This design comes from an exercise in tuning for small area, a short achievable clock period and few clock cycles per item on the open sky130 flow, not from production work.
The RTL was checked by simulation tests, not by an equivalence proof against the original design.
Power is estimated from default activity; no workload was simulated.

==> flow/design.v (outline; a module is shown in full before it is edited, if it fits) <==
// module eaglesong_rc_rom: 1031 lines
// module eaglesong_round: 89 lines
// module eaglesong_arx: 28 lines
// module eaglesong_add: 40 lines
// module eaglesong_pfx: 40 lines
// module eaglesong_addbk: 41 lines
// module eaglesong_pfxbk: 41 lines
// module eaglesong_hash: 138 lines
module eaglesong_hash #(
    parameter integer NR = 43
) (
    input  wire         clk,
    input  wire         rst,
    input  wire         in_valid,
    output wire         in_ready,
    input  wire [31:0]  in_data,
    input  wire [2:0]   in_nbytes,
    input  wire         in_last,
    output wire         out_valid,
    input  wire         out_ready,
    output wire [255:0] out_digest
);
  // ...
==> flow/flow/run.sh <==
#!/bin/bash
# The standard layout, with timing repair aiming 6.5 ns below the clock period
# (the repair's target only; the clock and constraints are unchanged).
set -o pipefail
bash standard.sh SETUP_SLACK_MARGIN=6.5 finish > standard_flow.log 2>&1
==> flow/standard.sh <==
#!/bin/bash
# synth_recipe.tcl (not shown) runs the flow's synth.tcl, then flattens the netlist and writes it again
# the make line also repeats each setting of config.mk as NAME=value (left out here)
make -C /OpenROAD-flow-scripts/flow DESIGN_CONFIG=/design/flow/config.mk WORK_HOME=/design/flow/orfs CLKGATE_MAP_FILE= SYNTH_SCRIPT=/design/flow/synth_recipe.tcl "${@:-finish}"
==> flow/config.mk <==
export PLATFORM = sky130hd
export DESIGN_NAME = eaglesong_hash
export DESIGN_NICKNAME = eaglesong_hash
export VERILOG_FILES = /design/flow/design.v
export SDC_FILE = /design/flow/constraint.sdc
export NUM_CORES = 4
export LEC_CHECK = 0
export ABC_AREA = 1
export CAP_MARGIN = 40
export CORE_MARGIN = 2
export CORE_UTILIZATION = 25
export PLACE_DENSITY = 0.45
export SLEW_MARGIN = 30
export SYNTH_MEMORY_MAX_BITS = 65536
==> flow/constraint.sdc <==
create_clock -name core_clock -period 12.5 [get_ports {clk}]
set_input_delay 2.5000 -clock core_clock [delete_from_list [all_inputs] [get_ports {clk}]]
set_output_delay 2.5000 -clock core_clock [all_outputs]
set_load 0.01 [all_outputs]
==> results by group, run 1 <==
Global routing
  – Gr usage total: 65.90%
  – First-pass GRT wire length: 1,979,000 um
  – Vias in the first global route: 144,800
  – GRT busiest layer: met2
  – Met3 Use GR: 45.79%
  – Grt total ovfl: 365
  – M1 GR Usage: 68.69%

Logic synthesis
  – Synth top cells by count: nand2_1 (3,162), inv_1 (2,491), xor2_1 (2,128)
  – Synth unique cells: 70
  – Synth top area share: 16.15%
  – Largest family of logic cells by synthesized area: XOR/XNOR gates
  – Mapped cell area: 115,400 um2
  – Synth Instances: 16,240
  – Warnings from Yosys: 1
  – Simple-gate share of the synthesized area: 19.59%
  – Synth Area in Compound Gates: 11.86%
  – Syn avg cell area: 7.108 um2
  – Post-Syn Nets: 17,040
  – Post-synth ARST share: 0%

Floorplanning
  – Initial core utilization: 25.10%
  – Chip height: 683.5 um
  – FP Rows: 249
  – Die width: 683.5 um
  – # IOs: 298

Status
  – Stage where the flow stopped: 5_1_grt
  – Status: stopped before the end
  – Error: [ERROR GRT-0116] Global routing finished with congestion. Check the congestion regions in the DRC Viewer.

Clock network
  – Clk sinks: 784
  – Hold buffer count at cts: 0
  – Resized cells post-CTS: 466
  – CTS max path bufs: 4
  – Clk root buf: clkbuf_16
  – Max H-tree Level: 3

Placement
  – Port Buffer Count: 297
  – Placed Cells: 23,340
  – GP Congestion: 1.273
  – Setup WS pre-CTS: 5.147 ns
  – Hpwl dp: 1,236,000 um
Testbench counts, summed over its fixed seeds: cycles 46,317, bytes 31,107.
==> inputs of run 2 (changes only) <==
==> flow/flow/run.sh (replaced) <==
#!/bin/bash
# The standard layout, with timing repair aiming 7.0 ns below the clock period
# (the repair's target only; the clock and constraints are unchanged).
set -o pipefail
bash standard.sh SETUP_SLACK_MARGIN=7.0 finish > standard_flow.log 2>&1
==> results by group, run 2 <==
Logic synthesis
  – Largest area contributor in the netlist: xor2_1 (unchanged)
  – Post-synth ARST share: 0% (unchanged)
  – Warnings from Yosys: 1 (unchanged)
  – Synth top area cells: xor2_1 (16%), edfxtp_1 (13%), xnor2_1 (12%) (unchanged)
  – Post-synthesis sequential area ratio: 18.04% (unchanged)
  – Post-synth EDFFs: 512 (unchanged)
  – Synth top cells by count: nand2_1 (3,162), inv_1 (2,491), xor2_1 (2,128) (unchanged)
  – Syn avg cell area: 7.108 um2 (unchanged)
  – Mapped cell area: 115,400 um2 (unchanged)
  – Synth Instances: 16,240 (unchanged)
  – Post-Syn Nets: 17,040 (unchanged)
  – Synth unique cells: 70 (unchanged)
  – Count leader, synth: nand2_1 (unchanged)
  – Synth top area share: 16.15% (unchanged)
  – Primary FF master, synth: edfxtp_1 (unchanged)
  – Synth Register Bits: 784 (unchanged)

Status
  – Error: [ERROR GRT-0116] Global routing finished with congestion. Check the congestion regions in the DRC Viewer. (unchanged)
  – Status: stopped before the end (unchanged)
  – Stage where the flow stopped: 5_1_grt (unchanged)

Floorplanning
  – Chip height: 683.5 um (unchanged)
  – Die width: 683.5 um (unchanged)
  – Initial core utilization: 25.10% (unchanged)
  – # IOs: 298 (unchanged)
  – FP Rows: 249 (unchanged)

Placement
  – Placed Cells: 23,340 (unchanged)
  – Setup WS pre-CTS: 5.147 ns (unchanged)
  – Hpwl dp: 1,236,000 um (unchanged)
  – GP Congestion: 1.273 (unchanged)
  – Port Buffer Count: 297 (unchanged)

Global routing
  – Largest net degree at the start of global routing: 100
  – Gr usage total: 66.58%
  – Vias in the first global route: 148,200
  – Grt total ovfl: 438
  – First-pass GRT wire length: 2,007,000 um

Clock network
  – CTS buffer count: 123 (unchanged)
  – Max H-tree Level: 3 (unchanged)
  – Clk root buf: clkbuf_16 (unchanged)
  – CTS max path bufs: 4 (unchanged)
  – Clk sinks: 784 (unchanged)
==> run 2: cell counts after synthesis <==
No cell type changed its count.
==> run 2: per-stage QoR <==
stage | power, mW | util [%] | cell area, um2
floorplan | 449.1 | - | 115400
global placement | 622.1 | 28.93 | 133000
detailed placement | 635.5 | 30.19 | 138800
CTS | 703.3 | 34.43 | 158300
==> run 2: power groups by stage <==
stage / clock [mW] / combinational, mW / sequential [mW]
after floorplan: 0 / 442 / 7.44
after global placement: 0 / 614 / 8.09
after detailed placement: 0 / 627 / 8.06
after CTS: 3.91 / 692 / 7.45
==> run 2: cell families after synthesis <==
group,after synthesis,share of synthesized area (%)
buffers and inverters,3123,10.83
AND/OR/NAND/NOR,5397,19.59
AO/OA/AOI/OAI,2354,11.86
adder cells (fa/ha/maj),762,9.873
flip-flops,784,18.04
XOR/XNOR,3817,29.81
==> run 2: per-layer routing <==
layer / GRT overflow / track usage (%)
met5: 0 / 18.11
met4: 179 / 65.36
met3: 1 / 46.63
met2: 258 / 83.58
met1: 0 / 69.62
==> run 2: worst max path at each step <==
stage | startpoint | end | slack, ns | cells past startpoint
after floorplan | out_ready | s[0]$_DFFE_PP_ | 1.47 | 6
after CTS | s[442]$_SDFFCE_PN1P_ | s[127]$_DFFE_PP_ | 6.82 | 19
after detailed placement | s[19]$_DFFE_PP_ | s[188]$_DFFE_PP_ | 5.15 | 25
after global placement | s[445]$_SDFFCE_PN1P_ | s[127]$_DFFE_PP_ | 4.51 | 23
==> run 2: timing repair <==
action                                  4_1_cts
hold endpoints to repair                      0
gates cloned                                  5
endpoints found under the setup margin      987
hold buffers                                  0
setup buffers                               581
pin swaps                                   192
gates resized for setup                    1323
